This is an optimization exercise on Yosys and OpenROAD, whose aim is small area, not a production implementation.
Function was checked by simulation only, so behaviour that the tests miss may differ from the original.
Power is estimated from default activity; no workload was simulated.

<file path="flow/run.sh">
#!/bin/bash
# Layout: the standard flow (standard.sh) with two changes that only
# shrink buffering: the port buffers use the smallest buffer cell, and the
# clock tree uses larger sink clusters of clkbuf_16 and no dummy loads.
set -o pipefail
export BUFFER_PORTS_ARGS="-buffer_cell sky130_fd_sc_hd__buf_1"
export CTS_ARGS="-sink_clustering_enable -repair_clock_nets -dont_use_dummy_load -buf_list sky130_fd_sc_hd__clkbuf_16 -sink_clustering_size 30 -sink_clustering_max_diameter 120"
bash standard.sh > standard.log 2>&1
</file>
<file path="standard.sh">
#!/bin/bash
# synth_recipe.tcl (not shown) runs the flow's synth.tcl, then flattens the netlist and writes it again
# the make line also repeats each setting of config.mk as NAME=value (left out here)
make -C /OpenROAD-flow-scripts/flow DESIGN_CONFIG=/design/flow/config.mk WORK_HOME=/design/flow/orfs CLKGATE_MAP_FILE= SYNTH_SCRIPT=/design/flow/synth_recipe.tcl "${@:-finish}"
</file>
<file path="config.mk">
export PLATFORM = sky130hd
export DESIGN_NAME = reefmon_core
export DESIGN_NICKNAME = reefmon_core
export VERILOG_FILES = /design/flow/design.v
export SDC_FILE = /design/flow/constraint.sdc
export NUM_CORES = 4
export LEC_CHECK = 0
export CAP_MARGIN = 20
export CORE_MARGIN = 2
export CORE_UTILIZATION = 60
export SLEW_MARGIN = 20
</file>
<file path="constraint.sdc">
create_clock -name core_clock -period 10.0 [get_ports {clk}]
set_input_delay 2.0000 -clock core_clock [delete_from_list [all_inputs] [get_ports {clk}]]
set_output_delay 2.0000 -clock core_clock [all_outputs]
set_load 0.01 [all_outputs]
</file>
<file path="design.v">
module reefmon_bus (
    input  wire        clk,
    input  wire        rst,
    input  wire        ev_valid,
    input  wire [2:0]  ev_type,
    input  wire [7:0]  ev_data,
    output reg         rd_valid,
    output wire [7:0]  rd_data,
    input  wire        clr_err,
    input  wire        en_we,
    input  wire        en_val,
    input  wire        pub_valid,
    input  wire [15:0] pub_raw,
    input  wire [15:0] pub_hum_t,
    input  wire [15:0] pub_hum_h,
    input  wire [15:0] pub_depth,
    output reg         error,
    output wire [63:0] channels
);
    function [7:0] pec_step(input [7:0] s, input [7:0] b);
        integer i;
        reg [7:0] c;
        begin
            c = s ^ b;
            for (i = 0; i < 8; i = i + 1)
                c = c[7] ? ((c << 1) ^ 8'h07) : (c << 1);
            pec_step = c;
        end
    endfunction
    reg        st_wr, st_rd;      
    reg [5:0]  cnt;               
    reg [7:0]  crc;               
    reg        op_ok;             
    reg [1:0]  op;                
    reg [63:0] sh;                
    reg        enable;
    reg        snap_zero;         
    reg [15:0] snap_raw, snap_hum_t, snap_hum_h, snap_depth;
    reg [63:0] chan;
    assign channels = chan;
    wire ev_wr = ev_valid && (ev_type == 3'd0);
    wire ev_rx = ev_valid && (ev_type == 3'd1);
    wire ev_wc = ev_valid && (ev_type == 3'd2);
    wire ev_rd = ev_valid && (ev_type == 3'd3);
    wire ev_sp = ev_valid && (ev_type == 3'd4);
    wire is_air   = (op == 2'd2);
    wire [2:0] tx_len = is_air ? 3'd5 : 3'd3;
    wire wr_start  = ev_wr && enable && !st_wr && !st_rd;
    wire rx_full   = (cnt == 6'd35);
    wire rx_store  = ev_rx && st_wr && !rx_full;
    wire rx_ovf    = ev_rx && st_wr && rx_full;
    wire crc_zero  = (crc == 8'h00);
    wire set_ok    = op_ok && (op == 2'd0) && (cnt == 6'd10) && crc_zero;
    wire get_ok    = op_ok && (op != 2'd0) &&
                     ((cnt == 6'd1) || ((cnt == 6'd2) && crc_zero));
    wire wc_set    = ev_wc && st_wr && set_ok;
    wire wc_get    = ev_wc && st_wr && get_ok;
    wire wc_fail   = ev_wc && st_wr && !set_ok && !get_ok;
    wire rd_ok     = ev_rd && st_rd && (cnt[2:0] < tx_len);
    wire rd_fail   = ev_rd && !rd_ok;
    wire fail      = rx_ovf || wc_fail || rd_fail;
    wire rd_last   = (cnt[2:0] == tx_len - 3'd1);
    assign rd_data = !st_rd ? 8'hFF : (cnt[2:0] == tx_len) ? crc : sh[7:0];
    wire [15:0] resp_hi = snap_zero  ? 16'h0000 :
                          (op == 2'd1) ? snap_raw :
                          (op == 2'd2) ? snap_hum_t : snap_depth;
    wire [15:0] resp_lo = snap_zero ? 16'h0000 : snap_hum_h;
    wire [7:0] crc_in = st_wr ? ev_data : sh[15:8];
    always @(posedge clk) begin
        if (rst) begin
            st_wr     <= 1'b0;
            st_rd     <= 1'b0;
            enable    <= 1'b1;
            error     <= 1'b0;
            rd_valid  <= 1'b0;
            snap_zero <= 1'b1;
            chan      <= 64'd0;
        end else begin
            rd_valid <= ev_rd;
            if (wr_start) begin
                st_wr <= 1'b1;
                cnt   <= 6'd0;
                crc   <= 8'hFF;
            end
            if (rx_store) begin
                cnt <= cnt + 6'd1;
                crc <= pec_step(crc, crc_in);
                if (cnt == 6'd0) begin
                    op_ok <= (ev_data[7:2] == 6'b101000);
                    op    <= ev_data[1:0];
                end
                if (cnt < 6'd9)
                    sh <= {ev_data, sh[63:8]};
            end
            if (wc_set) begin
                chan  <= sh;
                st_wr <= 1'b0;
            end
            if (wc_get) begin
                sh[39:8] <= {resp_lo[7:0], resp_lo[15:8], resp_hi[7:0], resp_hi[15:8]};
                cnt       <= 6'd0;
                crc       <= 8'hFF;
                st_wr     <= 1'b0;
                st_rd     <= 1'b1;
            end
            if (rd_ok) begin
                sh  <= {ev_data, sh[63:8]};
                cnt <= cnt + 6'd1;
                if (!rd_last)
                    crc <= pec_step(crc, crc_in);
            end
            if (fail || ev_sp) begin
                st_wr <= 1'b0;
                st_rd <= 1'b0;
            end
            if (fail)
                error <= 1'b1;
            else if (clr_err)
                error <= 1'b0;
            if (en_we)
                enable <= en_val;
            if (pub_valid)
                snap_zero <= 1'b0;
        end
    end
    always @(posedge clk) begin
        if (pub_valid) begin
            snap_raw   <= pub_raw;
            snap_hum_t <= pub_hum_t;
            snap_hum_h <= pub_hum_h;
            snap_depth <= pub_depth;
        end
    end
endmodule
module reefmon_ow (
    input  wire        clk,
    input  wire        rst,
    input  wire        tick_us,
    input  wire        ow_start,
    input  wire        ow_in,
    output wire        ow_drive_low,
    output reg         ow_busy,
    output reg         ow_done,
    output reg         ow_ok,
    output wire [15:0] ow_raw,
    output wire [7:0]  ow_int,
    output wire [15:0] ow_frac
);
    localparam [2:0] PH_RST1 = 3'd0, PH_WR1 = 3'd1, PH_POLL = 3'd2,
                     PH_RST2 = 3'd3, PH_WR2 = 3'd4, PH_RDSP = 3'd5,
                     PH_RST3 = 3'd6;
    reg [2:0]  ph;
    reg [5:0]  lo;
    reg [6:0]  n;
    reg        sample;
    reg [7:0]  crc;
    reg [15:0] raw;
    wire is_rst = (ph == PH_RST1) || (ph == PH_RST2) || (ph == PH_RST3);
    wire is_wr  = (ph == PH_WR1) || (ph == PH_WR2);
    wire is_rd  = (ph == PH_POLL) || (ph == PH_RDSP);
    wire second = ph[2];           
    wire wr_bit = !n[3] ? n[1] :
                  !second ? (n[1] && !n[0]) :
                  !((n[2:0] == 3'd0) || (n[2:0] == 3'd6));
    assign ow_drive_low = ow_busy && (is_rst ? !n[3] :
                                      is_wr  ? (wr_bit ? (lo < 6'd5) : (lo != 6'd59)) :
                                               (lo == 6'd0));
    wire unit_end = tick_us && (lo == 6'd59);
    wire n15      = (n[3:0] == 4'd15);
    wire ph_last  = is_rd ? (second ? (n[6] && (n[2:0] == 3'd7)) : sample) : n15;
    wire ph_end   = unit_end && ph_last;
    wire smp      = tick_us && (is_rst ? (n[3:0] == 4'd8 && lo == 6'd59)
                                       : (is_rd && lo == 6'd14));
    wire crc_fb = crc[0] ^ sample;
    assign ow_raw  = raw;
    assign ow_int  = raw[11:4];
    wire [15:0] dec = 16'd1 << raw[3:0];
    assign ow_frac[0] = |(dec & 16'hAAAA);
    assign ow_frac[1] = |(dec & 16'hCCCC);
    assign ow_frac[2] = |(dec & 16'hF0F0);
    assign ow_frac[3] = |(dec & 16'hFF00);
    assign ow_frac[4] = |(dec & 16'hAAAA);
    assign ow_frac[5] = |(dec & 16'h6666);
    assign ow_frac[6] = |(dec & 16'h1E1E);
    assign ow_frac[7] = |(dec & 16'hAB54);
    assign ow_frac[8] = |(dec & 16'h3398);
    assign ow_frac[9] = |(dec & 16'h694A);
    assign ow_frac[10] = |(dec & 16'hB26C);
    assign ow_frac[11] = |(dec & 16'h3C70);
    assign ow_frac[12] = |(dec & 16'h3F80);
    assign ow_frac[13] = |(dec & 16'hC000);
    assign ow_frac[14] = 1'b0;
    assign ow_frac[15] = 1'b0;
    always @(posedge clk) begin
        if (rst) begin
            ow_busy <= 1'b0;
            ow_done <= 1'b0;
            ow_ok   <= 1'b0;
        end else if (ow_start && !ow_busy) begin
            ph      <= PH_RST1;
            lo      <= 6'd0;
            n       <= 7'd0;
            ow_busy <= 1'b1;
            ow_done <= 1'b0;
            ow_ok   <= 1'b0;
        end else if (ow_busy && tick_us) begin
            if (smp)
                sample <= ow_in;
            lo <= unit_end ? 6'd0 : lo + 6'd1;
            if (unit_end) begin
                n <= ph_last ? 7'd0 : n + 7'd1;
                if (is_wr)
                    crc <= 8'h00;
                if (ph == PH_RDSP) begin
                    crc <= {crc_fb, crc[7:5], crc[4:3] ^ {2{crc_fb}}, crc[2:1]};
                    if (n[6:4] == 3'd0)
                        raw <= {sample, raw[15:1]};
                end
            end
            if (ph_end) begin
                ph <= ph + 3'd1;
                if ((ph == PH_RST1 && sample) || ph == PH_RST3) begin
                    ow_busy <= 1'b0;
                    ow_done <= 1'b1;
                    ow_ok   <= (ph == PH_RST3) && (crc == 8'h00);
                end
            end
        end
    end
endmodule
module reefmon_core (
    input  wire        clk,
    input  wire        rst,
    input  wire        ev_valid,
    input  wire [2:0]  ev_type,
    input  wire [7:0]  ev_data,
    output wire        rd_valid,
    output wire [7:0]  rd_data,
    input  wire        clr_err,
    input  wire        en_we,
    input  wire        en_val,
    input  wire        pub_valid,
    input  wire [15:0] pub_raw,
    input  wire [15:0] pub_hum_t,
    input  wire [15:0] pub_hum_h,
    input  wire [15:0] pub_depth,
    output wire        error,
    output wire [63:0] channels,
    input  wire        tick_us,
    input  wire        ow_start,
    input  wire        ow_in,
    output wire        ow_drive_low,
    output wire        ow_busy,
    output wire        ow_done,
    output wire        ow_ok,
    output wire [15:0] ow_raw,
    output wire [7:0]  ow_int,
    output wire [15:0] ow_frac
);
    reefmon_bus u_bus (
        .clk       (clk),
        .rst       (rst),
        .ev_valid  (ev_valid),
        .ev_type   (ev_type),
        .ev_data   (ev_data),
        .rd_valid  (rd_valid),
        .rd_data   (rd_data),
        .clr_err   (clr_err),
        .en_we     (en_we),
        .en_val    (en_val),
        .pub_valid (pub_valid),
        .pub_raw   (pub_raw),
        .pub_hum_t (pub_hum_t),
        .pub_hum_h (pub_hum_h),
        .pub_depth (pub_depth),
        .error     (error),
        .channels  (channels)
    );
    reefmon_ow u_ow (
        .clk          (clk),
        .rst          (rst),
        .tick_us      (tick_us),
        .ow_start     (ow_start),
        .ow_in        (ow_in),
        .ow_drive_low (ow_drive_low),
        .ow_busy      (ow_busy),
        .ow_done      (ow_done),
        .ow_ok        (ow_ok),
        .ow_raw       (ow_raw),
        .ow_int       (ow_int),
        .ow_frac      (ow_frac)
    );
endmodule
</file>
==> results of run 1 <==
through the flow:
step / std cells / util / hold WS (ns) / cell area (um2)
4_1_cts: 1352 / 0.676 / 0.455 / 12300
2_1_floorplan: 972 / - / 0.426 / 11200
5_1_grt: 1353 / 0.678 / 0.471 / 12300
3_5_place_dp: 1340 / 0.659 / 0.432 / 12000
6_report: 1353 / 0.678 / 0.452 / 12300
3_3_place_gp: 1340 / 0.659 / 0.432 / 12000
worst max-delay path by stage:
stage / start / end / cells after the start
final: u_bus.op[0] / rd_data[1] / 8
after global routing: u_bus.op[0] / rd_data[2] / 8
after CTS: u_bus.op[1] / rd_data[2] / 6
after detailed placement: ev_type[2] / u_bus.sh[35] / 7
after global placement: ev_type[2] / u_bus.sh[35] / 7
after floorplan: ev_type[2] / u_bus.sh[10] / 5
flip-flops by register name, summed over array words and instances, names as in the netlist, 8 cells and up:
signal / count
u_bus.snap_depth: 16
u_bus.crc: 8
u_bus.sh: 64
u_bus.snap_hum_h: 16
u_ow.crc: 8
u_bus.snap_raw: 16
u_ow.raw: 16
u_bus.chan: 64
u_bus.snap_hum_t: 16
area by class of cell:
type | count | share of cell area
multi-input combinational | 609 | 0.300
clock buffer | 12 | 0.0244
timing repair buffer | 210 | 0.0690
sequential | 259 | 0.573
tap | 229 | 0.0233
inverter | 34 | 0.0104
power by group through the flow:
| stage | Clock (uW) | Combinational (uW) | Sequential, uW |
|---|---|---|---|
| after floorplan | 0 | 52.6 | 1210 |
| after global routing | 567 | 89.5 | 1190 |
| after CTS | 531 | 80.3 | 1190 |
| after global placement | 0 | 78.8 | 1210 |
| final | 520 | 80.2 | 1190 |
| after detailed placement | 0 | 79.6 | 1220 |
critical path, stage by stage, from the launching register on:
cell	delay, ns
edfxtp_1	0.34
buf_4	0.47
nand2b_1	0.22
inv_1	0.06
ha_1	0.33
and3_1	0.33
nand2_1	0.09
nand3_1	0.10
buf_1	0.16
placed cells by master (no fill, tap or decap), types with 2 or more instances in the layout:
cell	Yosys	layout
a211oi_1	34	34
a21o_1	4	4
a21oi_1	80	79
a2bb2oi_1	5	5
a31oi_1	4	4
and2_1	4	4
and3_1	10	10
buf_1	0	198
buf_4	17	9
clkbuf_16	0	12
clkbuf_2	0	2
conb_1	1	2
dfxtp_1	73	73
edfxtp_1	186	186
ha_1	20	20
inv_1	33	33
mux2_1	16	16
mux2i_1	28	28
nand2_1	164	164
nand2b_1	9	9
nand3_1	36	36
nand3b_1	2	2
nand4_1	4	4
nand4b_1	2	2
nor2_1	45	45
nor2b_1	26	26
nor3_1	8	8
nor3_4	1	2
nor4_1	6	5
o21ai_0	10	10
o21ai_1	17	17
or3_1	5	4
or4b_2	2	2
xnor2_1	27	27
xor2_1	14	14
cell usage after synthesis (6+ instances only):
library cell	instances
nand3_1	36
nor2_1	45
inv_1	33
mux2i_1	28
nand2_1	164
nor4_1	6
nor3_1	8
buf_6	6
a21oi_1	80
nand2b_1	9
buf_4	17
nor2b_1	26
xor2_1	14
o21ai_0	10
clkbuf_1	38
xnor2_1	27
mux2_1	16
and3_1	10
dfxtp_1	73
ha_1	20
a211oi_1	34
buf_2	9
edfxtp_1	186
o21ai_1	17
logic make-up (layout without fill, tap and decap cells):
logic type	after synthesis	count (layout)	share of synthesized area
mux	45	45	0.0421
xor+xnor	41	41	0.0320
fa+ha+maj	21	21	0.0232
simple gates	333	333	0.139
other cells	1	2	0.000334
compound gates	167	167	0.0897
flops	259	259	0.628
buf+inv	104	256	0.0455
routing by layer:
| metal | share of wire | GRT usage |
|---|---|---|
| met1 | 0.45 | 0.327 |
| met2 | 0.48 | 0.370 |
| met3 | 0.049 | 0.0255 |
| met4 | 0.024 | 0.0584 |
| met5 | 0 | 0 |
==> flow_summary_export.csv, run 1 <==
group,metric,value,unit
floorplanning,die_h,141,um
cells_and_area,diodes,0,
yosys,synth_top_area_cell,"edfxtp_1",
worst_hold_path,whs_path_depth,2,
power_and_ir_drop,seqPwrFrac,0.665,
setup_path,cp_max_fo,51,
setup_path,cp.required,8.00,ns
setup_path,startpoint_type,"flop",
cells_and_area,regArea,7050,um2
timing,setup_viol,0,
global_route,antenna_found_initial,0,
yosys,synth_top_area_frac,0.498,
detailed_routing,antenna_left,0,
timing,worstMarginPinSlew,1.03,ns
placement,gp_congestion,0.855,
power_and_ir_drop,p_int,1420,uW
yosys,ys_types,60,
cells_and_area,fillers,1405,
placement,io_buffers,200,
detailed_routing,dr.pass1.iters,5,
setup_path,ff2ff_path_depth,6,
setup_path,timing.rr.start,"u_bus.st_wr",
floorplanning,die_x,141,um
global_route,grt_pass1_vias,6934,
outcome,outcome,"complete, no violations",
yosys,synth-main-ff-cell,"edfxtp_1",
cts,clk_pin_slew,0.11,ns
placement,dp_hpwl,15900,um
cts,clk_latency,0.48,ns
yosys,synth_area_leaders,"edfxtp_1 (50%), dfxtp_1 (13%), nand2_1 (5.5%), a21oi_1 (3.6%), mux2i_1 (2.5%)",
detailed_routing,wirelength,22800,um
cts,postCtsSetupRepairBufs,0,
timing,hold_viol,0,
cells_and_area,areaGrowthSynthToFinish,9.64,%
timing,slew_headroom,0.305,
yosys,synth_cells,971,
setup_path,worstSetupPathType,"reg -> out",
timing,period_minus_slack,4.57,ns
power_and_ir_drop,power_density,146,nW/um2
timing,clock_skew,0.0504,ns
detailed_routing,drtIter0Drc,556,
cells_and_area,drive_above_1_share,0.0320,
floorplanning,rows,49,
worst_hold_path,min_from,"u_ow.ow_done",
setup_path,rr_endpoint,"u_bus.sh[16]",
detailed_routing,vias,7554,
timing,rsz0062_at_grt,"no",
timing,fin_setup_tns,0,ns
setup_path,crit_path_end_kind,"primary output",
cts,htree_levels,1,
worst_hold_path,min_path_type,"reg -> reg",
setup_path,arrival,2.57,ns
floorplanning,io-pin-count,203,
cts,clock_sinks,259,
setup_path,r2r_slack,6.53,ns
yosys,yosysSeqAreaShare,0.628,
global_route,gr-total-overflow,0,
cts,cts_tree,"built",
cts,post_cts_resized,0,
run,maxCapViolations,0,
power_and_ir_drop,p_sw,367,uW
global_route,grt_max_degree,75,
detailed_routing,drc_errors,0,
yosys,async_flop_share,0,
power_and_ir_drop,p_clk_frac,0.291,
cts,cts-root-buf,"clkbuf_16",
power_and_ir_drop,ir_worst_vdd,0.000120,V
global_route,grt_pass1_wl,35900,um
timing,fmax,219,MHz
floorplanning,core-area,18100,um2
cts,cts.path.max_buffers,3,
yosys,synth_seq_cells,259,
power_and_ir_drop,share_comb_of_total_power,0.045,
placement,place_ws,5.25,ns
power_and_ir_drop,switching_share,0.205,
yosys,syn_area,11200,um2
power_and_ir_drop,leakage,0.00411,uW
floorplanning,die_area,19800,um2
global_route,grt.total_usage,0.226,
detailed_routing,drt-vias-per-instance,5.58,
timing,drv_slew,0,
timing,layout_setup_ws,5.43,ns
yosys,synth_edf_count,186,
power_and_ir_drop,p_total,1790,uW
yosys,post_synth.cell_area_avg,11.5,um2
cells_and_area,nNetsFinal,1231,
cts,cts_buffers,12,
cells_and_area,multi_input_area,3690,um2
detailed_routing,wl_per_cell,16.9,um
floorplanning,start_util,0.618,
worst_hold_path,hold_path_end,"u_ow.ow_done",
cts,hold_buffers,0,
yosys,yosys_warnings,2,
timing,post-route-period-util,0.457,
==> run 2: changes to the inputs <==
--- a/design.v
+++ b/design.v
@@ -35,5 +35,4 @@
     reg [63:0] sh;                
     reg        enable;
-    reg        snap_zero;         
     reg [15:0] snap_raw, snap_hum_t, snap_hum_h, snap_depth;
     reg [63:0] chan;
@@ -62,8 +61,7 @@
     wire rd_last   = (cnt[2:0] == tx_len - 3'd1);
     assign rd_data = !st_rd ? 8'hFF : (cnt[2:0] == tx_len) ? crc : sh[7:0];
-    wire [15:0] resp_hi = snap_zero  ? 16'h0000 :
-                          (op == 2'd1) ? snap_raw :
+    wire [15:0] resp_hi = (op == 2'd1) ? snap_raw :
                           (op == 2'd2) ? snap_hum_t : snap_depth;
-    wire [15:0] resp_lo = snap_zero ? 16'h0000 : snap_hum_h;
+    wire [15:0] resp_lo = snap_hum_h;
     wire [7:0] crc_in = st_wr ? ev_data : sh[15:8];
     always @(posedge clk) begin
@@ -74,5 +72,5 @@
             error     <= 1'b0;
             rd_valid  <= 1'b0;
-            snap_zero <= 1'b1;
+            cnt       <= 6'd0;
             chan      <= 64'd0;
         end else begin
@@ -120,10 +118,13 @@
             if (en_we)
                 enable <= en_val;
-            if (pub_valid)
-                snap_zero <= 1'b0;
         end
     end
     always @(posedge clk) begin
-        if (pub_valid) begin
+        if (rst) begin
+            snap_raw   <= 16'h0000;
+            snap_hum_t <= 16'h0000;
+            snap_hum_h <= 16'h0000;
+            snap_depth <= 16'h0000;
+        end else if (pub_valid) begin
             snap_raw   <= pub_raw;
             snap_hum_t <= pub_hum_t;
@@ -194,4 +195,8 @@
     always @(posedge clk) begin
         if (rst) begin
+            ph      <= PH_RST1;
+            lo      <= 6'd0;
+            n       <= 7'd0;
+            sample  <= 1'b1;
             ow_busy <= 1'b0;
             ow_done <= 1'b0;
==> run 2 against run 1 <==
  * Total power fell by 2.9%
  * Design area fell by 2.1%
  * Clock skew fell by 0.0059 ns
  * Synthesized cell count rose by 13%
  * Sequential power fell by 6%
  * Utilization fell by 0.73 points
  * Non-clock buffer count rose by 1
  * Final cell count rose by 8.9%
  * Critical path depth fell by 2
  * Sequential share of layout area fell by 6.2 points
  * Area after synthesis fell by 2.3%
  * Maximum frequency rose by 4.3%
==> flow_summary_export.csv, run 2 <==
group,metric,value,unit
cells_and_area,reg_top3,"u_bus.chan x64, u_bus.sh x64",
yosys,yosysMostFrequentCell,"nand2_1",
yosys,synth.area.mux_share,0.0723,
cts,htree_levels,1,
yosys,synthAdderAreaFrac,0.0237,
cells_and_area,nNetsFinal,1352,
timing,period_minus_slack,4.38,ns
global_route,grt.total_usage,0.248,
timing,clock_skew,0.0445,ns
global_route,grt_pass1_vias,7695,
cells_and_area,layout_common_cells,"nand2_1 (235), buf_1 (198), dfxtp_1 (159)",
power_and_ir_drop,ir_worst_vdd,0.000173,V
detailed_routing,wirelength,24800,um
yosys,yosysSeqAreaShare,0.562,
cts,post_cts_resized,0,
yosys,async_flop_share,0,
setup_path,path_delay_family,"simple AND/OR/NAND/NOR gates",
cells_and_area,areaGrowthSynthToFinish,9.88,%
yosys,synth_area_leaders,"dfxtp_1 (29%), edfxtp_1 (27%), nand2_1 (8.0%), mux2i_1 (7.1%), a21oi_1 (4.8%)",
floorplanning,rows,49,
yosys,yosys_warnings,2,
timing,hold_viol,0,
cells_and_area,fillers,1548,
setup_path,cp_max_fo,9,
detailed_routing,wl_per_cell,16.9,um
timing,setup_viol,0,
timing,rsz0062_at_grt,"no",
global_route,grt_max_degree,81,
setup_path,critPathMaxStageDelay,0.41,ns
power_and_ir_drop,power_density,145,nW/um2
cts,clk_pin_slew,0.12,ns
timing,whs,0.413,ns
setup_path,critical_path.endpoint,"rd_data[1]",
setup_path,ff2ff_path_depth,7,
yosys,synth-compound-area-share,0.101,
placement,gp_congestion,0.890,
placement,io_buffers,200,
cts,cts.path.max_buffers,3,
global_route,gr-total-overflow,0,
cts,cts-root-buf,"clkbuf_16",
setup_path,worstSetupPathType,"reg -> out",
setup_path,rr_endpoint,"u_bus.sh[35]",
cts,postCtsSetupRepairBufs,0,
yosys,syn_area,11000,um2
cells_and_area,diodes,0,
timing,drv_slew,0,
yosys,synth_edf_count,99,
timing,worstMarginPinSlew,1.11,ns
timing,slew_headroom,0.263,
floorplanning,die_x,139,um
yosys,synth_top_area_frac,0.290,
cts,hold_buffers,0,
setup_path,cpMaxStageDelayCell,"edfxtp_1",
timing,fmax,229,MHz
cells_and_area,drive_above_1_share,0.0386,
cells_and_area,layout_commonest_cell,"nand2_1",
timing,post-route-period-util,0.438,
yosys,synth_top_area_cell,"dfxtp_1",
cts,cts_buffers,12,
worst_hold_path,min_from,"u_ow.raw[15]",
floorplanning,die_h,139,um
detailed_routing,vias,8173,
detailed_routing,dr.pass1.iters,5,
detailed_routing,antenna_left,0,
setup_path,cp.required,8.00,ns
yosys,synth_seq_cells,258,
yosys,synth_top_family_by_area,"simple AND/OR/NAND/NOR gates",
setup_path,r2r_slack,6.56,ns
cts,cts_tree,"built",
yosys,synth-main-ff-cell,"dfxtp_1",
setup_path,cp_num_cells,6,
yosys,post_synth.cell_area_avg,9.96,um2
floorplanning,io-pin-count,203,
outcome,outcome,"complete, no violations",
power_and_ir_drop,leakage,0.00440,uW
placement,dp_hpwl,17300,um
worst_hold_path,min_path_type,"reg -> reg",
global_route,antenna_found_initial,0,
floorplanning,start_util,0.610,
run,maxCapViolations,0,
setup_path,timing.rr.start,"u_bus.cnt[0]",
global_route,grt_pass1_wl,39600,um
detailed_routing,drc_errors,0,
setup_path,crit_chain,"nor2b_1 > inv_1 > ha_1 > nand3_1 > o211ai_1 > buf_1",
floorplanning,core-area,18000,um2
cells_and_area,regArea,6160,um2
setup_path,critPathBufInv,2,
detailed_routing,drtIter0Drc,558,
setup_path,arrival,2.38,ns
detailed_routing,drt-vias-per-instance,5.54,
cts,clk_latency,0.50,ns
yosys,yosys.area_share.simple,0.167,
yosys,synth_xor_area_frac,0.0332,
cts,clock_sinks,258,
yosys,synth_top_cells_by_count,"nand2_1 (235), dfxtp_1 (159), a21oi_1 (106), nor2_1 (105), edfxtp_1 (99)",
setup_path,startpoint_type,"flop",
yosys,ys_types,64,
timing,fin_setup_tns,0,ns
cells_and_area,multi_input_area,4390,um2
setup_path,crit_path_end_kind,"primary output",
setup_path,crit_start,"u_bus.op[0]",
floorplanning,die_area,19400,um2
yosys,synth_cells,1100,
run 2: cell type report:
type / count / share of cell area
Clock buffer: 12 / 0.0249
Sequential cell: 258 / 0.511
Inverter: 19 / 0.00592
Tap cell: 229 / 0.0238
Timing Repair Buffer: 211 / 0.0698
Multi-Input combinational cell: 745 / 0.364
run 2: report_power, final:
group	total [uW]	switching (uW)	internal, uW
registers	1120	13.2	1100
logic	96.4	54.2	42.3
clock network	527	309	218
run 2: metrics by stage:
step           total power [uW]  cells   util  worst slack [ns]  instance area (um2)
3_5_place_dp               1240   1462  0.654              5.25                11700
6_report                   1740   1474  0.670              5.62                12000
5_1_grt                    1790   1474  0.670              5.42                12000
3_3_place_gp               1230   1462  0.654              5.30                11700
4_1_cts                    1750   1474  0.670              5.58                12000
2_1_floorplan              1200   1101      -              4.98                11000
run 2: layer usage:
layer | global-route usage | part of all wire
met1 | 0.360 | 0.46
met2 | 0.398 | 0.46
met3 | 0.0394 | 0.059
met4 | 0.0558 | 0.020
met5 | 0 | 0
run 2: how the worst min path moves through the flow:
stage,end,slack [ns],cells past startpoint
floorplan,u_bus.sh[40],0.43,0
global placement,u_ow.raw[12],0.43,0
detailed placement,u_bus.sh[51],0.43,0
CTS,u_ow.raw[14],0.43,0
global route,u_ow.raw[14],0.42,0
finish,u_ow.raw[14],0.41,0
run 2: cells by family (layout without fill, tap and decap cells):
family          after synthesis  count (layout)
simple gates                422             422
flops                       258             258
compound gates              181             181
buf+inv                      98             242
mux                          79              79
xor+xnor                     40              40
fa+ha+maj                    21              21
other cells                   1               2
==> run 3: changes to the inputs <==
==> flow/run.sh (replaced) <==
#!/bin/bash
# Layout flow: the standard flow (standard.sh), with three changes that
# only affect how the same registers are laid out:
#  1. after the standard synthesis, the logic between the registers is
#     re-mapped for area (ABC's area mapper, area.abc); the registers, their
#     names and cell types are kept as the standard synthesis made them;
#  2. the port buffers use the smallest buffer cell;
#  3. the clock tree uses sink clusters of clkbuf_16 and no dummy loads.
# Each tool writes its full output to a log file in this folder.
set -euo pipefail
export BUFFER_PORTS_ARGS="-buffer_cell sky130_fd_sc_hd__buf_1"
export CTS_ARGS="-sink_clustering_enable -repair_clock_nets -dont_use_dummy_load -buf_list sky130_fd_sc_hd__clkbuf_16 -sink_clustering_size 25 -sink_clustering_max_diameter 120"

bash standard.sh synth > synth.log 2>&1

R=$PWD/orfs/results/sky130hd/reefmon_core/base
LIB=$FLOW_HOME/platforms/sky130hd/lib/sky130_fd_sc_hd__tt_025C_1v80.lib
DONT_USE=$(awk '/^export DONT_USE_CELLS/ {f=1} f {print; if ($0 !~ /\\$/) exit}' $FLOW_HOME/platforms/sky130hd/config.mk \
           | tr -s ' \t\\' '\n' | grep '^sky130' | sed 's/^/-dont_use /' | tr '\n' ' ')
cp $R/1_2_yosys.v standard_synth.v
cat > reopt.ys <<EOS
read_liberty -ignore_miss_func $LIB
read_verilog standard_synth.v
hierarchy -top $FLOW_TOP
# registers (and the tie cell) stay as they are; the logic cells become gates
blackbox sky130_fd_sc_hd__dfxtp_1 sky130_fd_sc_hd__edfxtp_1 sky130_fd_sc_hd__conb_1
flatten
rename -hide w:* i:* %d o:* %d
opt_clean -purge
abc -liberty $LIB $DONT_USE -script $PWD/flow/area.abc
opt_clean -purge
hilomap -singleton -hicell sky130_fd_sc_hd__conb_1 HI -locell sky130_fd_sc_hd__conb_1 LO
splitnets
opt_clean -purge
insbuf -buf sky130_fd_sc_hd__buf_4 A X
tee -o reopt_stat.txt stat -liberty $LIB
write_verilog -noattr -noexpr -nohex -nodec reopt.v
EOS
yosys -s reopt.ys > reopt.log 2>&1

# a register the standard synthesis made must not be lost or renamed
grep -oE 'sky130_fd_sc_hd__e?dfxtp_1 +[^ ]+' standard_synth.v | sort > regs_std.txt
grep -oE 'sky130_fd_sc_hd__e?dfxtp_1 +[^ ]+' reopt.v | sort > regs_reopt.txt
cmp regs_std.txt regs_reopt.txt

cp reopt.v $R/1_2_yosys.v
rm -f $R/1_synth.odb $R/1_synth.sdc
bash standard.sh > standard.log 2>&1
==> flow/area.abc (new file) <==
&get -n
&st
&dch -f
&put
amap
topo
==> run 3 against run 2 <==
  * Area after synthesis decreased by 10%
  * Count of clock-buffer cells in the layout rose by 2
  * Setup slack got worse by 1.4 ns
  * Maximum frequency decreased by 24%
  * Sequential power about the same
  * Still clean
  * Wire length down 3.0%
  * Worst hold slack gained 0.029 ns
  * Flip-flop and latch count did not move
  * Largest power group unchanged
  * Register-to-register slack worse by 1.7 ns
  * Clock skew rose by 0.016 ns
==> flow_summary_export.csv, run 3 <==
group,metric,value,unit
worst_hold_path,min_from,"u_ow.raw[14]",
global_route,grt.total_usage,0.269,
worst_hold_path,whs_path_depth,0,
floorplanning,die_x,132,um
cells_and_area,diodes,0,
yosys,syn_area,9850,um2
floorplanning,die_area,17500,um2
timing,drv_slew,0,
detailed_routing,drt-vias-per-instance,6.09,
cells_and_area,fillers,1319,
timing,period_minus_slack,5.78,ns
floorplanning,core-area,15900,um2
setup_path,cpMaxStageDelayCell,"o21ai_4",
placement,gp_congestion,0.877,
timing,worstMarginPinSlew,1.03,ns
setup_path,crit_path_end_kind,"flop",
floorplanning,io-pin-count,203,
cells_and_area,finish.instance_area,11200,um2
cts,clock_sinks,258,
worst_hold_path,hold_path_end,"u_ow.raw[13]",
cts,cts-root-buf,"clkbuf_16",
setup_path,critPathMaxStageDelay,1.15,ns
floorplanning,rows,46,
outcome,outcome,"complete, no violations",
cts,cts_tree,"built",
cts,hold_buffers,0,
timing,whs,0.442,ns
cts,cts.path.max_buffers,3,
yosys,post_synth.cell_area_avg,11.2,um2
setup_path,rr_endpoint,"u_bus.sh[21]",
cells_and_area,drive_above_1_share,0.0302,
setup_path,cp.required,10.10,ns
cells_and_area,nNetsFinal,1179,
run,maxCapViolations,0,
setup_path,ff2ff_path_depth,6,
power_and_ir_drop,power_density,158,nW/um2
yosys,synth_cells,881,
setup_path,arrival,5.88,ns
timing,fmax,173,MHz
cts,clk_latency,0.48,ns
cts,htree_levels,1,
cts,postCtsSetupRepairBufs,0,
detailed_routing,wirelength,24100,um
floorplanning,start_util,0.618,
power_and_ir_drop,leakage,0.00371,uW
cells_and_area,areaGrowthSynthToFinish,14.1,%
detailed_routing,drc_errors,0,
setup_path,crit_start,"ev_type[1]",
worst_hold_path,min_path_type,"reg -> reg",
timing,clock_skew,0.0602,ns
cts,post_cts_resized,0,
placement,dp_cells,1294,
timing,slew_headroom,0.308,
setup_path,crit_path_frequent_cell,"clkinv_1",
setup_path,cp_max_fo,38,
yosys,yosys_warnings,2,
timing,post-route-period-util,0.578,
detailed_routing,antenna_left,0,
setup_path,crit_chain,"buf_1 > clkinv_1 > nor4_1 > clkinv_1 > nor2_4 > clkinv_1 > o21ai_4",
detailed_routing,wl_per_cell,18.4,um
global_route,antenna_found_initial,0,
cells_and_area,layout.cells.non_filler,1308,
timing,hold_viol,0,
placement,placed_cell_area,10900,um2
setup_path,timing.rr.start,"u_bus.st_wr",
cts,cts_buffers,14,
placement,dp_hpwl,16300,um
floorplanning,die_h,132,um
global_route,grt_pass1_wl,38300,um
timing,setup_viol,0,
global_route,grt_pass1_vias,7213,
detailed_routing,drtIter0Drc,763,
timing,fin_setup_tns,0,ns
detailed_routing,dr.pass1.iters,6,
global_route,gr-total-overflow,0,
cells_and_area,reg_top3,"u_bus.chan x64, u_bus.sh x64",
cts,clk_pin_slew,0.10,ns
detailed_routing,vias,7961,
setup_path,worstSetupPathType,"in -> reg",
setup_path,r2r_slack,4.89,ns
cells_and_area,layout_common_cells,"buf_1 (198), dfxtp_1 (159), nor2_1 (143)",
cells_and_area,layout_commonest_cell,"buf_1",
timing,rsz0062_at_grt,"no",
power_and_ir_drop,ir_worst_vdd,0.000137,V
placement,io_buffers,200,
setup_path,startpoint_type,"input port",
global_route,grt_max_degree,79,
run 3: cell types whose count changed in the layout (fill, tap and decap cells not counted), sizes merged, moves of 64 or more:
cell / change
mux2i: -78
o22ai: +76
clkinv: +64
a21oi: -64
nand2: -200
o221a: +64
run 3: critical path, delay by kind of cell:
| kind | cells | cell delay, ns |
|---|---|---|
| AOI/OAI and AO/OA | 1 | 1.15 |
| buffers and inverters | 4 | 1.51 |
| and+or+nand+nor | 2 | 1.16 |
run 3: worst max path at each step:
stage | to | slack [ns] | depth (start not counted)
CTS | u_bus.sh[21] | 4.27 | 7
global placement | u_bus.sh[29] | 3.85 | 7
floorplan | u_bus.sh[10] | 2.16 | 7
global route | u_bus.sh[12] | 3.87 | 7
detailed placement | u_bus.sh[31] | 3.78 | 7
finish | u_bus.sh[21] | 4.22 | 7
run 3: routing by layer:
| layer | part of all wire | vias up | routed length, um | global-route usage |
|---|---|---|---|---|
| li1 | - | 3846 | - | - |
| met1 | 0.46 | 3786 | 11200 | 0.412 |
| met2 | 0.44 | 303 | 10700 | 0.408 |
| met3 | 0.078 | 26 | 1880 | 0.0473 |
| met4 | 0.016 | 0 | 384 | 0.0489 |
| met5 | 0 | - | 0 | 0 |
run 3: final cells by class:
cell class                 count  area (um2)  share of cell area
inverter                      66         249              0.0222
multi-input combinational    544        3380               0.301
clock buffer                  14         350              0.0312
sequential                   258        6160               0.548
timing repair buffer         210         828              0.0737
tap                          216         270              0.0241
run 3: metrics by stage:
step	setup slack [ns]	total power (uW)	utilization
2_1_floorplan	2.16	1190	-
3_3_place_gp	3.85	1230	0.682
3_5_place_dp	3.78	1230	0.683
4_1_cts	4.27	1780	0.705
5_1_grt	3.87	1830	0.705
6_report	4.22	1780	0.705
run 3: report_power, final:
part	internal, uW	total [uW]	switching, uW
combinational	34.5	89.3	54.8
clock	252	570	317
sequential	1110	1120	13.7
==> run 4: changes to the inputs <==
--- a/design.v
+++ b/design.v
@@ -29,5 +29,5 @@
     endfunction
     reg        st_wr, st_rd;      
-    reg [5:0]  cnt;               
+    reg [5:0]  cnt;
     reg [7:0]  crc;               
     reg        op_ok;             
@@ -43,22 +43,26 @@
     wire ev_rd = ev_valid && (ev_type == 3'd3);
     wire ev_sp = ev_valid && (ev_type == 3'd4);
+    localparam [5:0] C_0 = 6'b000000, C_1 = 6'b000001, C_2 = 6'b000011,
+                     C_9 = 6'b110111, C_10 = 6'b101111, C_35 = 6'b000110;
+    wire [5:0] cnt_inc = {cnt[4:0], ~(cnt[5] ^ cnt[4])};
     wire is_air   = (op == 2'd2);
-    wire [2:0] tx_len = is_air ? 3'd5 : 3'd3;
+    wire rd_more  = is_air ? !cnt[4] : !cnt[2];                  
+    wire rd_last  = is_air ? (cnt[3] && !cnt[4]) : (cnt[1] && !cnt[2]);  
+    wire rd_pec   = is_air ? cnt[4] : cnt[2];                    
     wire wr_start  = ev_wr && enable && !st_wr && !st_rd;
-    wire rx_full   = (cnt == 6'd35);
+    wire rx_full   = (cnt == C_35);
     wire rx_store  = ev_rx && st_wr && !rx_full;
     wire rx_ovf    = ev_rx && st_wr && rx_full;
     wire crc_zero  = (crc == 8'h00);
-    wire set_ok    = op_ok && (op == 2'd0) && (cnt == 6'd10) && crc_zero;
+    wire set_ok    = op_ok && (op == 2'd0) && (cnt == C_10) && crc_zero;
     wire get_ok    = op_ok && (op != 2'd0) &&
-                     ((cnt == 6'd1) || ((cnt == 6'd2) && crc_zero));
+                     ((cnt == C_1) || ((cnt == C_2) && crc_zero));
     wire wc_set    = ev_wc && st_wr && set_ok;
     wire wc_get    = ev_wc && st_wr && get_ok;
     wire wc_fail   = ev_wc && st_wr && !set_ok && !get_ok;
-    wire rd_ok     = ev_rd && st_rd && (cnt[2:0] < tx_len);
+    wire rd_ok     = ev_rd && st_rd && rd_more;
     wire rd_fail   = ev_rd && !rd_ok;
     wire fail      = rx_ovf || wc_fail || rd_fail;
-    wire rd_last   = (cnt[2:0] == tx_len - 3'd1);
-    assign rd_data = !st_rd ? 8'hFF : (cnt[2:0] == tx_len) ? crc : sh[7:0];
+    assign rd_data = !st_rd ? 8'hFF : rd_pec ? crc : sh[7:0];
     wire [15:0] resp_hi = (op == 2'd1) ? snap_raw :
                           (op == 2'd2) ? snap_hum_t : snap_depth;
@@ -82,11 +86,11 @@
             end
             if (rx_store) begin
-                cnt <= cnt + 6'd1;
+                cnt <= cnt_inc;
                 crc <= pec_step(crc, crc_in);
-                if (cnt == 6'd0) begin
+                if (cnt == C_0) begin
                     op_ok <= (ev_data[7:2] == 6'b101000);
                     op    <= ev_data[1:0];
                 end
-                if (cnt < 6'd9)
+                if (cnt != C_9)
                     sh <= {ev_data, sh[63:8]};
             end
@@ -104,5 +108,5 @@
             if (rd_ok) begin
                 sh  <= {ev_data, sh[63:8]};
-                cnt <= cnt + 6'd1;
+                cnt <= cnt_inc;
                 if (!rd_last)
                     crc <= pec_step(crc, crc_in);
@@ -152,9 +156,13 @@
                      PH_RST3 = 3'd6;
     reg [2:0]  ph;
-    reg [5:0]  lo;
+    reg [5:0]  lo;                 
     reg [6:0]  n;
     reg        sample;
     reg [7:0]  crc;
     reg [15:0] raw;
+    localparam [5:0] L_0 = 6'b000000, L_14 = 6'b110011, L_59 = 6'b010100;
+    wire [5:0] lo_inc = {lo[4:0], ~(lo[5] ^ lo[4])};
+    wire lo_lt5 = (lo[5:4] == 2'b00) && ((lo[3:0] == 4'b0000) || (lo[3:0] == 4'b0001) ||
+                  (lo[3:0] == 4'b0011) || (lo[3:0] == 4'b0111) || (lo[3:0] == 4'b1111));
     wire is_rst = (ph == PH_RST1) || (ph == PH_RST2) || (ph == PH_RST3);
     wire is_wr  = (ph == PH_WR1) || (ph == PH_WR2);
@@ -165,12 +173,12 @@
                   !((n[2:0] == 3'd0) || (n[2:0] == 3'd6));
     assign ow_drive_low = ow_busy && (is_rst ? !n[3] :
-                                      is_wr  ? (wr_bit ? (lo < 6'd5) : (lo != 6'd59)) :
-                                               (lo == 6'd0));
-    wire unit_end = tick_us && (lo == 6'd59);
+                                      is_wr  ? (wr_bit ? lo_lt5 : (lo != L_59)) :
+                                               (lo == L_0));
+    wire unit_end = tick_us && (lo == L_59);
     wire n15      = (n[3:0] == 4'd15);
     wire ph_last  = is_rd ? (second ? (n[6] && (n[2:0] == 3'd7)) : sample) : n15;
     wire ph_end   = unit_end && ph_last;
-    wire smp      = tick_us && (is_rst ? (n[3:0] == 4'd8 && lo == 6'd59)
-                                       : (is_rd && lo == 6'd14));
+    wire smp      = tick_us && (is_rst ? (n[3:0] == 4'd8 && lo == L_59)
+                                       : (is_rd && lo == L_14));
     wire crc_fb = crc[0] ^ sample;
     assign ow_raw  = raw;
@@ -212,5 +220,5 @@
             if (smp)
                 sample <= ow_in;
-            lo <= unit_end ? 6'd0 : lo + 6'd1;
+            lo <= unit_end ? L_0 : lo_inc;
             if (unit_end) begin
                 n <= ph_last ? 7'd0 : n + 7'd1;
--- a/flow/run.sh
+++ b/flow/run.sh
@@ -10,5 +10,5 @@
 set -euo pipefail
 export BUFFER_PORTS_ARGS="-buffer_cell sky130_fd_sc_hd__buf_1"
-export CTS_ARGS="-sink_clustering_enable -repair_clock_nets -dont_use_dummy_load -buf_list sky130_fd_sc_hd__clkbuf_16 -sink_clustering_size 25 -sink_clustering_max_diameter 120"
+export CTS_ARGS="-sink_clustering_enable -repair_clock_nets -dont_use_dummy_load -buf_list sky130_fd_sc_hd__clkbuf_8 -sink_clustering_size 16 -sink_clustering_max_diameter 80"
 
 bash standard.sh synth > synth.log 2>&1
==> run 4 against run 3 <==
  * First-iteration DRC count rose by 4.2%
  * Via count up 0.33%
  * Combinational power grew 7.7%
  * Highest routed layer unchanged
  * Still clean on timing, DRC and antenna
  * Clock power fell by 14%
  * Largest cell class unchanged
==> flow_summary_export.csv, run 4 <==
group,metric,value,unit
power_and_ir_drop,p_sw,383,uW
timing,hold_viol,0,
yosys,post_synth.cell_area_avg,11.4,um2
cts,clock_sinks,258,
detailed_routing,drt-vias-per-instance,6.17,
floorplanning,start_util,0.615,
cells_and_area,reg_top3,"u_bus.chan x64, u_bus.sh x64",
setup_path,cp_max_fo,19,
cells_and_area,drive_above_1_share,0.0371,
cells_and_area,layout_common_cells,"buf_1 (198), dfxtp_1 (159), nor2_1 (141)",
global_route,grt.total_usage,0.270,
floorplanning,die_x,132,um
timing,slew_headroom,0.325,
timing,setup_viol,0,
cts,clk_latency,0.52,ns
cells_and_area,regArea,6160,um2
setup_path,cp.required,8.00,ns
detailed_routing,drc_errors,0,
power_and_ir_drop,p_total,1710,uW
power_and_ir_drop,ir_worst_vdd,0.000131,V
floorplanning,die_h,132,um
cts,clk_pin_slew,0.10,ns
power_and_ir_drop,p_clk_frac,0.287,
timing,clock_skew,0.0477,ns
cts,cts-root-buf,"clkbuf_8",
cells_and_area,fillers,1266,
cts,htree_levels,1,
timing,period_minus_slack,4.89,ns
yosys,yosys_warnings,2,
detailed_routing,wl_per_cell,18.6,um
timing,fmax,204,MHz
placement,dp_cells,1274,
cts,cts_buffers,20,
setup_path,path_delay_family,"buffers and inverters",
cells_and_area,layout.cells.non_filler,1295,
detailed_routing,dr.pass1.iters,8,
setup_path,cpMaxStageDelayCell,"clkinv_1",
placement,place_ws,4.44,ns
timing,post-route-period-util,0.489,
power_and_ir_drop,power_density,154,nW/um2
cells_and_area,multi_input_area,3330,um2
placement,dp_hpwl,16200,um
floorplanning,die_area,17300,um2
worst_hold_path,min_path_type,"reg -> reg",
run,maxCapViolations,0,
outcome,outcome,"complete, no violations",
global_route,grt_max_degree,79,
setup_path,worstSetupPathType,"reg -> out",
timing,whs,0.449,ns
placement,io_buffers,200,
global_route,gr-total-overflow,0,
detailed_routing,antenna_left,0,
global_route,grt_pass1_wl,38100,um
timing,drv_slew,0,
timing,worstMarginPinSlew,1.01,ns
setup_path,crit_path_end_kind,"primary output",
power_and_ir_drop,share_comb_of_total_power,0.056,
power_and_ir_drop,leakage,0.00362,uW
timing,layout_setup_ws,5.11,ns
detailed_routing,drtIter0Drc,795,
yosys,syn_area,9760,um2
setup_path,crit_chain,"nand2_1 > clkinv_1 > o22ai_1 > buf_4 > clkinv_1 > o22ai_1 > nand2_1 > buf_1",
global_route,grt_pass1_vias,7116,
timing,rsz0062_at_grt,"no",
timing,fin_setup_tns,0,ns
setup_path,startpoint_type,"flop",
power_and_ir_drop,switching_share,0.224,
cells_and_area,diodes,0,
cts,postCtsSetupRepairBufs,0,
floorplanning,rows,46,
cells_and_area,layout_commonest_cell,"buf_1",
power_and_ir_drop,seqPwrFrac,0.657,
cells_and_area,nNetsFinal,1166,
setup_path,critPathBufInv,4,
floorplanning,core-area,15900,um2
cts,cts.path.max_buffers,3,
cells_and_area,areaGrowthSynthToFinish,13.7,%
setup_path,critPathMaxStageDelay,0.50,ns
global_route,antenna_found_initial,0,
floorplanning,io-pin-count,203,
cts,cts_tree,"built",
power_and_ir_drop,p_int,1320,uW
detailed_routing,vias,7987,
yosys,synth_cells,860,
cts,hold_buffers,0,
placement,gp_congestion,0.886,
detailed_routing,wirelength,24100,um
cts,post_cts_resized,0,
setup_path,arrival,2.89,ns
run 4: routing by layer:
layer,track usage,vias up,share of wire
met5,0,-,0
met4,0.0411,0,0.013
met3,0.0509,22,0.082
met2,0.408,345,0.44
met1,0.415,3806,0.46
li1,-,3814,-
run 4: final timing paths:
path | slack [ns] | startpoint | end | cells after the start
min | 0.45 | u_ow.raw[15] | u_ow.raw[14] | 0
max | 5.11 | u_bus.op[1] | rd_data[5] | 8
min reg2reg | 0.45 | u_ow.raw[15] | u_ow.raw[14] | 0
max reg2reg | 5.85 | u_bus.st_wr | u_bus.sh[30] | 6
run 4: cell type report:
class / count / share of cell area
repair buffers: 212 / 0.0777
inverters: 55 / 0.0188
flip-flops and latches: 258 / 0.554
well taps: 216 / 0.0243
multi-input cells: 534 / 0.300
clock buffers: 20 / 0.0248
run 4: through the flow:
stage,instance area (um2),util
floorplan,9770,-
global placement,10800,0.680
detailed placement,10800,0.680
CTS,11100,0.697
global route,11100,0.699
finish,11100,0.699
run 4: power by group through the flow:
stage | Clock (uW) | Sequential (uW) | Combinational [uW]
after floorplan | 0 | 1140 | 56.2
after global placement | 0 | 1140 | 93.8
after detailed placement | 0 | 1150 | 95.3
after CTS | 495 | 1120 | 95.6
after global routing | 529 | 1120 | 109
final | 489 | 1120 | 96.2
run 4: worst register-to-register path, cell delays in order, from the launching register on:
cell	delay, ns
dfxtp_1	0.68
clkinv_1	0.52
nor4_1	0.69
o21ai_0	0.48
a31oi_4	0.72
buf_16	0.24
o21bai_4	0.43
==> run 5: changes to the inputs <==
--- a/flow/run.sh
+++ b/flow/run.sh
@@ -10,5 +10,5 @@
 set -euo pipefail
 export BUFFER_PORTS_ARGS="-buffer_cell sky130_fd_sc_hd__buf_1"
-export CTS_ARGS="-sink_clustering_enable -repair_clock_nets -dont_use_dummy_load -buf_list sky130_fd_sc_hd__clkbuf_8 -sink_clustering_size 16 -sink_clustering_max_diameter 80"
+export CTS_ARGS="-sink_clustering_enable -repair_clock_nets -dont_use_dummy_load -buf_list sky130_fd_sc_hd__clkbuf_16 -sink_clustering_size 25 -sink_clustering_max_diameter 120"
 
 bash standard.sh synth > synth.log 2>&1
--- a/config.mk
+++ b/config.mk
@@ -8,4 +8,4 @@
 export CAP_MARGIN = 20
 export CORE_MARGIN = 2
-export CORE_UTILIZATION = 60
+export CORE_UTILIZATION = 70
 export SLEW_MARGIN = 20
==> run 5 against run 4 <==
  * Final cell count fell by 3.2%
  * Count of clock-buffer cells in the layout is 6 lower
  * Total power is 4.4% higher
  * Sequential power about the same
  * First-iteration DRC count rose by 40%
  * Die area fell by 14%
  * Register-to-register slack improved by 0.18 ns
  * Critical path type unchanged
  * Critical endpoint is now rd_data[4]
==> flow_summary_export.csv, run 5 <==
group,metric,value,unit
outcome,outcome,"complete, no violations",
cts,cts-root-buf,"clkbuf_16",
global_route,antenna_found_initial,0,
cells_and_area,fillers,876,
setup_path,arrival,2.88,ns
floorplanning,die_x,122,um
cts,clk_latency,0.48,ns
detailed_routing,dr.pass1.iters,7,
timing,slew_headroom,0.302,
yosys,syn_area,9760,um2
cells_and_area,drive_above_1_share,0.0317,
placement,io_buffers,200,
detailed_routing,wl_per_cell,19.7,um
setup_path,worstSetupPathType,"reg -> out",
floorplanning,die_h,122,um
cts,clk_pin_slew,0.09,ns
placement,place_ws,4.63,ns
timing,period_minus_slack,4.88,ns
global_route,grt_pass1_vias,7392,
yosys,post_synth.cell_area_avg,11.4,um2
timing,clock_skew,0.0397,ns
cts,htree_levels,1,
floorplanning,rows,43,
cells_and_area,areaGrowthSynthToFinish,14.1,%
timing,worstMarginPinSlew,1.04,ns
yosys,yosys_warnings,2,
global_route,use_met2,0.504,
cells_and_area,multi_input_area,3330,um2
placement,placed_cell_area,10800,um2
timing,hold_viol,0,
timing,rsz0062_at_grt,"no",
floorplanning,start_util,0.709,
cells_and_area,finish.instance_area,11100,um2
placement,dp_hpwl,16100,um
timing,setup_viol,0,
floorplanning,core-area,13800,um2
cells_and_area,nNetsFinal,1160,
global_route,grt_busiest_layer,"met2",
setup_path,crit_path_end_kind,"primary output",
cells_and_area,layout_commonest_cell,"buf_1",
cts,postCtsSetupRepairBufs,0,
global_route,grt_use_met1,0.487,
detailed_routing,drc_errors,0,
detailed_routing,wirelength,24600,um
cts,cts_tree,"built",
cells_and_area,reg_top3,"u_bus.chan x64, u_bus.sh x64",
global_route,grt.total_usage,0.328,
cts,cts_buffers,14,
setup_path,startpoint_type,"flop",
setup_path,cp.required,8.00,ns
detailed_routing,drt-vias-per-instance,6.61,
global_route,grt_pass1_wl,38400,um
power_and_ir_drop,leakage,0.00365,uW
run,maxCapViolations,0,
detailed_routing,drtIter0Drc,1111,
placement,gp_congestion,0.908,
detailed_routing,vias,8283,
cells_and_area,layout_common_cells,"buf_1 (198), dfxtp_1 (159), nor2_1 (141)",
setup_path,cp_max_fo,19,
yosys,synth_cells,860,
cells_and_area,regArea,6160,um2
power_and_ir_drop,power_density,160,nW/um2
cells_and_area,diodes,0,
floorplanning,io-pin-count,203,
cts,cts.path.max_buffers,3,
global_route,gr-total-overflow,0,
timing,post-route-period-util,0.488,
timing,fmax,205,MHz
cts,hold_buffers,0,
global_route,grtUsageMet3,0.0599,
cts,post_cts_resized,0,
power_and_ir_drop,ir_worst_vdd,0.000152,V
timing,drv_slew,0,
detailed_routing,antenna_left,0,
cts,clock_sinks,258,
global_route,grt_max_degree,78,
floorplanning,die_area,14900,um2
timing,layout_setup_ws,5.12,ns
timing,fin_setup_tns,0,ns
worst_hold_path,min_path_type,"reg -> reg",
==> run 5: final timing paths <==
kind                start      endpoint  slack [ns]  cells after the start
min reg2reg  u_ow.raw[14]  u_ow.raw[13]        0.45                      0
max           u_bus.op[0]    rd_data[4]        5.12                      9
max reg2reg   u_bus.op[0]  u_bus.sh[38]        6.03                     10
min          u_ow.raw[14]  u_ow.raw[13]        0.45                      0
==> run 5: layout make-up <==
type | count | share of cell area
Clock buffer | 14 | 0.0315
Inverter | 55 | 0.0188
Multi-Input combinational cell | 534 | 0.299
Sequential cell | 258 | 0.553
Tap cell | 180 | 0.0202
Timing Repair Buffer | 212 | 0.0775
==> run 5: metrics by stage <==
| stage | instances | utilization | power [uW] | hold slack (ns) |
|---|---|---|---|---|
| finish | 1253 | 0.809 | 1780 | 0.451 |
| global placement | 1238 | 0.781 | 1240 | 0.432 |
| detailed placement | 1238 | 0.781 | 1240 | 0.440 |
| global route | 1253 | 0.809 | 1830 | 0.464 |
| CTS | 1252 | 0.806 | 1780 | 0.446 |
| floorplan | 861 | - | 1200 | 0.428 |
==> run 5: critical path, cell delays in order (launching register included) <==
cell and delay [ns]:
edfxtp_1 0.36, clkinv_1 0.09, nand2_1 0.14, clkinv_1 0.53
o22ai_1 0.37, buf_4 0.22, clkinv_1 0.23, o22ai_1 0.24
nand2_1 0.08, buf_1 0.14
==> run 5: power breakdown <==
part	total [uW]	switching [uW]	internal, uW
Combinational	97.9	60.0	37.8
Sequential	1120	15.7	1110
Clock	562	310	252
Total	1780	386	1400
==> run 5: routing by layer <==
metal | part of all wire | vias up
li1 | - | 3809
met4 | 0.025 | 0
met1 | 0.42 | 3932
met2 | 0.45 | 492
met3 | 0.10 | 50
met5 | 0 | -
==> run 6: changes to the inputs <==
--- a/flow/run.sh
+++ b/flow/run.sh
@@ -3,12 +3,12 @@
 # only affect how the same registers are laid out:
 #  1. after the standard synthesis, the logic between the registers is
-#     re-mapped for area (ABC's area mapper, area.abc); the registers, their
+#     re-mapped for area (ABC's area mapper, six rounds, area.abc); the registers, their
 #     names and cell types are kept as the standard synthesis made them;
 #  2. the port buffers use the smallest buffer cell;
-#  3. the clock tree uses sink clusters of clkbuf_16 and no dummy loads.
+#  3. the clock tree uses sink clusters of clkbuf_8 and no dummy loads.
 # Each tool writes its full output to a log file in this folder.
 set -euo pipefail
 export BUFFER_PORTS_ARGS="-buffer_cell sky130_fd_sc_hd__buf_1"
-export CTS_ARGS="-sink_clustering_enable -repair_clock_nets -dont_use_dummy_load -buf_list sky130_fd_sc_hd__clkbuf_16 -sink_clustering_size 25 -sink_clustering_max_diameter 120"
+export CTS_ARGS="-sink_clustering_enable -repair_clock_nets -dont_use_dummy_load -buf_list sky130_fd_sc_hd__clkbuf_8 -sink_clustering_size 16 -sink_clustering_max_diameter 80"
 
 bash standard.sh synth > synth.log 2>&1
==> flow/area.abc (replaced) <==
&get -n
&st
&dch -f
&put
amap
&get -n
&st
&dch -f
&put
amap
&get -n
&st
&dch -f
&put
amap
&get -n
&st
&dch -f
&put
amap
&get -n
&st
&dch -f
&put
amap
&get -n
&st
&dch -f
&put
amap
topo
--- a/config.mk
+++ b/config.mk
@@ -6,6 +6,6 @@
 export NUM_CORES = 4
 export LEC_CHECK = 0
-export CAP_MARGIN = 20
+export CAP_MARGIN = 0
 export CORE_MARGIN = 2
-export CORE_UTILIZATION = 70
-export SLEW_MARGIN = 20
+export CORE_UTILIZATION = 60
+export SLEW_MARGIN = 0
==> run 6 against run 5 <==
  * Total power fell by 5.0%
  * Clock skew rose by 0.017 ns
  * Highest routed layer unchanged
  * Still clean on timing, DRC and antenna
  * Non-clock buffer count fell by 2
==> flow_summary_export.csv, run 6 <==
group,metric,value,unit
yosys,yosys_warnings,2,
cells_and_area,nNetsFinal,1222,
detailed_routing,antenna_left,0,
cts,htree_levels,1,
power_and_ir_drop,power_density,155,nW/um2
floorplanning,rows,46,
timing,hold_viol,0,
timing,slew_headroom,0.151,
cts,hold_buffers,0,
placement,gp_congestion,0.858,
setup_path,r2r_slack,5.96,ns
cts,clk_pin_slew,0.10,ns
setup_path,critPathBufInv,4,
timing,drv_slew,0,
setup_path,worstSetupPathType,"in -> reg",
floorplanning,die_h,131,um
timing,worstMarginPinSlew,1.27,ns
detailed_routing,dr.pass1.iters,6,
floorplanning,start_util,0.609,
detailed_routing,wirelength,23400,um
cells_and_area,reg_top3,"u_bus.chan x64, u_bus.sh x64",
timing,fin_setup_tns,0,ns
power_and_ir_drop,leakage,0.00370,uW
setup_path,startpoint_type,"input port",
setup_path,critPathMaxStageDelay,0.96,ns
cells_and_area,layout_common_cells,"nor2_1 (205), buf_1 (198), dfxtp_1 (159)",
worst_hold_path,hold_path_end,"u_ow.raw[13]",
cells_and_area,drive_above_1_share,0.0335,
outcome,outcome,"complete, no violations",
floorplanning,die_area,17000,um2
setup_path,arrival,5.15,ns
global_route,grt_pass1_wl,35900,um
setup_path,cp_max_fo,40,
yosys,synth_cells,918,
timing,rsz0062_at_grt,"no",
cts,clk_latency,0.50,ns
worst_hold_path,min_from,"u_ow.raw[14]",
worst_hold_path,whs_path_depth,0,
setup_path,cpMaxStageDelayCell,"nor3_1",
detailed_routing,drt-vias-per-instance,5.92,
cells_and_area,areaGrowthSynthToFinish,13.7,%
setup_path,cp.required,10.29,ns
timing,setup_viol,0,
floorplanning,io-pin-count,203,
detailed_routing,vias,8001,
timing,clock_skew,0.0564,ns
detailed_routing,drtIter0Drc,686,
setup_path,path_delay_family,"buffers and inverters",
detailed_routing,wl_per_cell,17.4,um
floorplanning,core-area,15800,um2
worst_hold_path,min_path_type,"reg -> reg",
power_and_ir_drop,ir_worst_vdd,0.000132,V
yosys,post_synth.cell_area_avg,10.5,um2
setup_path,timing.rr.start,"u_bus.st_wr",
cts,cts_tree,"built",
timing,post-route-period-util,0.486,
cts,post_cts_resized,0,
cts,cts-root-buf,"clkbuf_8",
global_route,grt_pass1_vias,7010,
cells_and_area,finish.utilization,0.692,
global_route,grt_max_degree,93,
yosys,syn_area,9600,um2
cts,cts.path.max_buffers,3,
cells_and_area,diodes,0,
setup_path,crit_chain,"buf_1 > clkinv_1 > nand3_1 > nor3_1 > nand2_1 > buf_4 > clkinv_1 > nor3_1 > nor2_1 > a211o_1",
setup_path,crit_path_end_kind,"flop",
timing,fmax,206,MHz
detailed_routing,drc_errors,0,
placement,io_buffers,200,
cts,postCtsSetupRepairBufs,0,
timing,period_minus_slack,4.86,ns
global_route,gr-total-overflow,0,
cts,clock_sinks,258,
cells_and_area,layout_commonest_cell,"nor2_1",
global_route,grt.total_usage,0.266,
run,maxCapViolations,0,
placement,dp_hpwl,15800,um
global_route,antenna_found_initial,0,
setup_path,rr_endpoint,"u_bus.sh[23]",
floorplanning,die_x,131,um
setup_path,ff2ff_path_depth,5,
cts,cts_buffers,20,
==> run 6: how the worst max path moves through the flow <==
stage,startpoint,to,slack (ns),depth (start not counted)
finish,ev_type[2],u_bus.crc[2],5.14,10
global route,ev_type[0],u_bus.crc[2],4.76,10
global placement,ev_type[2],u_bus.crc[2],4.74,10
floorplan,ev_type[2],u_bus.sh[10],3.92,6
CTS,ev_type[2],u_bus.crc[2],5.19,10
detailed placement,ev_type[2],u_bus.crc[2],4.61,10
==> run 6: layout make-up <==
| type | instances | area [um2] |
|---|---|---|
| sequential | 258 | 6160 |
| multi-input combinational | 598 | 3200 |
| clock buffer | 20 | 275 |
| tap | 216 | 270 |
| fill | 1308 | 4860 |
| timing repair buffer | 210 | 831 |
| inverter | 49 | 184 |
==> run 6: metal layers <==
metal,wire length [um],share of wire,GRT usage,up-vias
met1,10800,0.46,0.398,3775
met4,429,0.018,0.0638,0
li1,-,-,-,3896
met3,1610,0.069,0.0379,31
met5,0,0,0,-
met2,10600,0.45,0.415,299
==> run 6: worst register-to-register path: stages, from the launching register on <==
cell	delay [ns]
dfxtp_1	0.61
clkinv_1	0.41
nor4_1	0.58
o21ai_0	0.48
a31oi_4	0.98
o21bai_4	0.60
==> run 6: power by group <==
group | total (uW) | internal, uW | switching (uW)
logic | 89.1 | 34.3 | 54.7
registers | 1120 | 1110 | 14.2
clock network | 485 | 180 | 305
total | 1690 | 1320 | 374
==> run 6: through the flow <==
stage	cell area [um2]	setup WS, ns	hold WS, ns	cells	power, uW
detailed placement	10600	4.61	0.433	1331	1230
finish	10900	5.14	0.436	1351	1690
global route	10900	4.76	0.469	1351	1750
global placement	10600	4.74	0.430	1331	1230
CTS	10900	5.19	0.439	1351	1700
floorplan	9610	3.92	0.428	919	1190
==> run 7: changes to the inputs <==
--- a/config.mk
+++ b/config.mk
@@ -6,6 +6,6 @@
 export NUM_CORES = 4
 export LEC_CHECK = 0
-export CAP_MARGIN = 0
+export CAP_MARGIN = 20
 export CORE_MARGIN = 2
 export CORE_UTILIZATION = 60
-export SLEW_MARGIN = 0
+export SLEW_MARGIN = 20
==> run 7 against run 6 <==
  * Design area grew 0.11%
  * Total power barely moved
  * Utilization rose by 0.079 points
  * Critical path type unchanged
  * Largest cell class unchanged
  * Largest power group unchanged
==> flow_summary_export.csv, run 7 <==
group,metric,value,unit
cells_and_area,layout_common_cells,"nor2_1 (205), buf_1 (198), dfxtp_1 (159)",
outcome,outcome,"complete, no violations",
setup_path,arrival,5.15,ns
timing,period_minus_slack,4.86,ns
cts,cts-root-buf,"clkbuf_8",
placement,gp_congestion,0.858,
setup_path,cp_max_fo,40,
cts,clock_sinks,258,
global_route,gr-total-overflow,0,
setup_path,worstSetupPathType,"in -> reg",
timing,setup_viol,0,
setup_path,timing.rr.start,"u_bus.st_wr",
setup_path,cp_num_cells,10,
timing,worstMarginPinSlew,1.07,ns
power_and_ir_drop,leakage,0.00370,uW
detailed_routing,vias,8084,
timing,slew_headroom,0.286,
detailed_routing,drt-vias-per-instance,5.98,
setup_path,path_delay_family,"buffers and inverters",
cells_and_area,diodes,0,
global_route,grt.total_usage,0.269,
cells_and_area,areaGrowthSynthToFinish,13.8,%
setup_path,critPathMaxStageDelay,0.96,ns
worst_hold_path,min_path_type,"reg -> reg",
setup_path,rr_endpoint,"u_bus.sh[19]",
cells_and_area,reg_top3,"u_bus.chan x64, u_bus.sh x64",
cells_and_area,drive_above_1_share,0.0344,
timing,drv_slew,0,
cts,postCtsSetupRepairBufs,0,
setup_path,crit_chain,"buf_1 > clkinv_1 > nand3_1 > nor3_1 > nand2_1 > buf_4 > clkinv_1 > nor3_1 > nor2_1 > a211o_1",
timing,post-route-period-util,0.486,
cts,cts.path.max_buffers,3,
placement,dp_hpwl,15800,um
cells_and_area,nNetsFinal,1222,
worst_hold_path,whs_path_depth,0,
placement,place_ws,4.63,ns
yosys,syn_area,9600,um2
detailed_routing,dr.pass1.iters,5,
global_route,antenna_found_initial,0,
worst_hold_path,hold_path_end,"u_ow.raw[13]",
setup_path,cpMaxStageDelayCell,"nor3_1",
timing,layout_setup_ws,5.14,ns
yosys,yosys_warnings,2,
cells_and_area,multi_input_area,3210,um2
placement,io_buffers,200,
cells_and_area,layout_commonest_cell,"nor2_1",
cts,cts_buffers,20,
worst_hold_path,min_from,"u_ow.raw[14]",
cts,post_cts_resized,0,
floorplanning,die_x,131,um
detailed_routing,wirelength,23700,um
yosys,post_synth.cell_area_avg,10.5,um2
cts,htree_levels,1,
timing,rsz0062_at_grt,"no",
floorplanning,start_util,0.609,
setup_path,r2r_slack,5.94,ns
detailed_routing,wl_per_cell,17.5,um
global_route,grt_max_degree,93,
floorplanning,die_area,17000,um2
floorplanning,io-pin-count,203,
power_and_ir_drop,p_total,1700,uW
cells_and_area,regArea,6160,um2
detailed_routing,drtIter0Drc,672,
setup_path,startpoint_type,"input port",
setup_path,cp.required,10.29,ns
floorplanning,rows,46,
global_route,grt_pass1_wl,36400,um
cts,clk_latency,0.51,ns
cells_and_area,fillers,1313,
power_and_ir_drop,power_density,155,nW/um2
cts,hold_buffers,0,
## run 7: where the power goes
part / leakage [uW] / switching (uW) / internal, uW / total, uW
Combinational: 0.00139 / 54.7 / 34.3 / 89.0
Sequential: 0.00217 / 14.4 / 1110 / 1120
Clock: 0.000144 / 306 / 180 / 486
Total: 0.00370 / 375 / 1320 / 1700
## run 7: how the worst max path moves through the flow
| stage | from | end |
|---|---|---|
| 3_3_place_gp | ev_type[2] | u_bus.crc[2] |
| 2_1_floorplan | ev_type[2] | u_bus.sh[10] |
| 5_1_grt | ev_type[2] | u_bus.crc[2] |
| 4_1_cts | ev_type[2] | u_bus.crc[2] |
| 3_5_place_dp | ev_type[2] | u_bus.crc[2] |
| 6_report | ev_type[2] | u_bus.crc[2] |
## run 7: per-layer routing
metal | wire length [um] | vias to the layer above | share of wire | global-route usage
li1 | - | 3897 | - | -
met1 | 10600 | 3788 | 0.45 | 0.407
met2 | 10700 | 365 | 0.45 | 0.420
met3 | 1930 | 34 | 0.082 | 0.0379
met4 | 397 | 0 | 0.017 | 0.0569
met5 | 0 | - | 0 | 0
## run 7: per-stage QoR
stage,std cells,utilization,cell area (um2)
after floorplan,919,-,9610
after global placement,1331,0.675,10600
after detailed placement,1331,0.675,10600
after CTS,1351,0.692,10900
after global routing,1351,0.693,10900
final,1351,0.693,10900
## run 7: cell type report
| type | count | share of cell area |
|---|---|---|
| repair buffers | 210 | 0.0760 |
| well taps | 216 | 0.0247 |
| inverters | 49 | 0.0169 |
| clock buffers | 20 | 0.0252 |
| multi-input cells | 598 | 0.294 |
| flip-flops and latches | 258 | 0.563 |

Check on run 7: ideal ports give 5.137 ns setup slack; a clkbuf_16 on the clock port and buf_2 on the inputs give 5.153 ns; moving port delays by the midpoint clock arrival (0.530 ns) as well gives 4.623 ns.
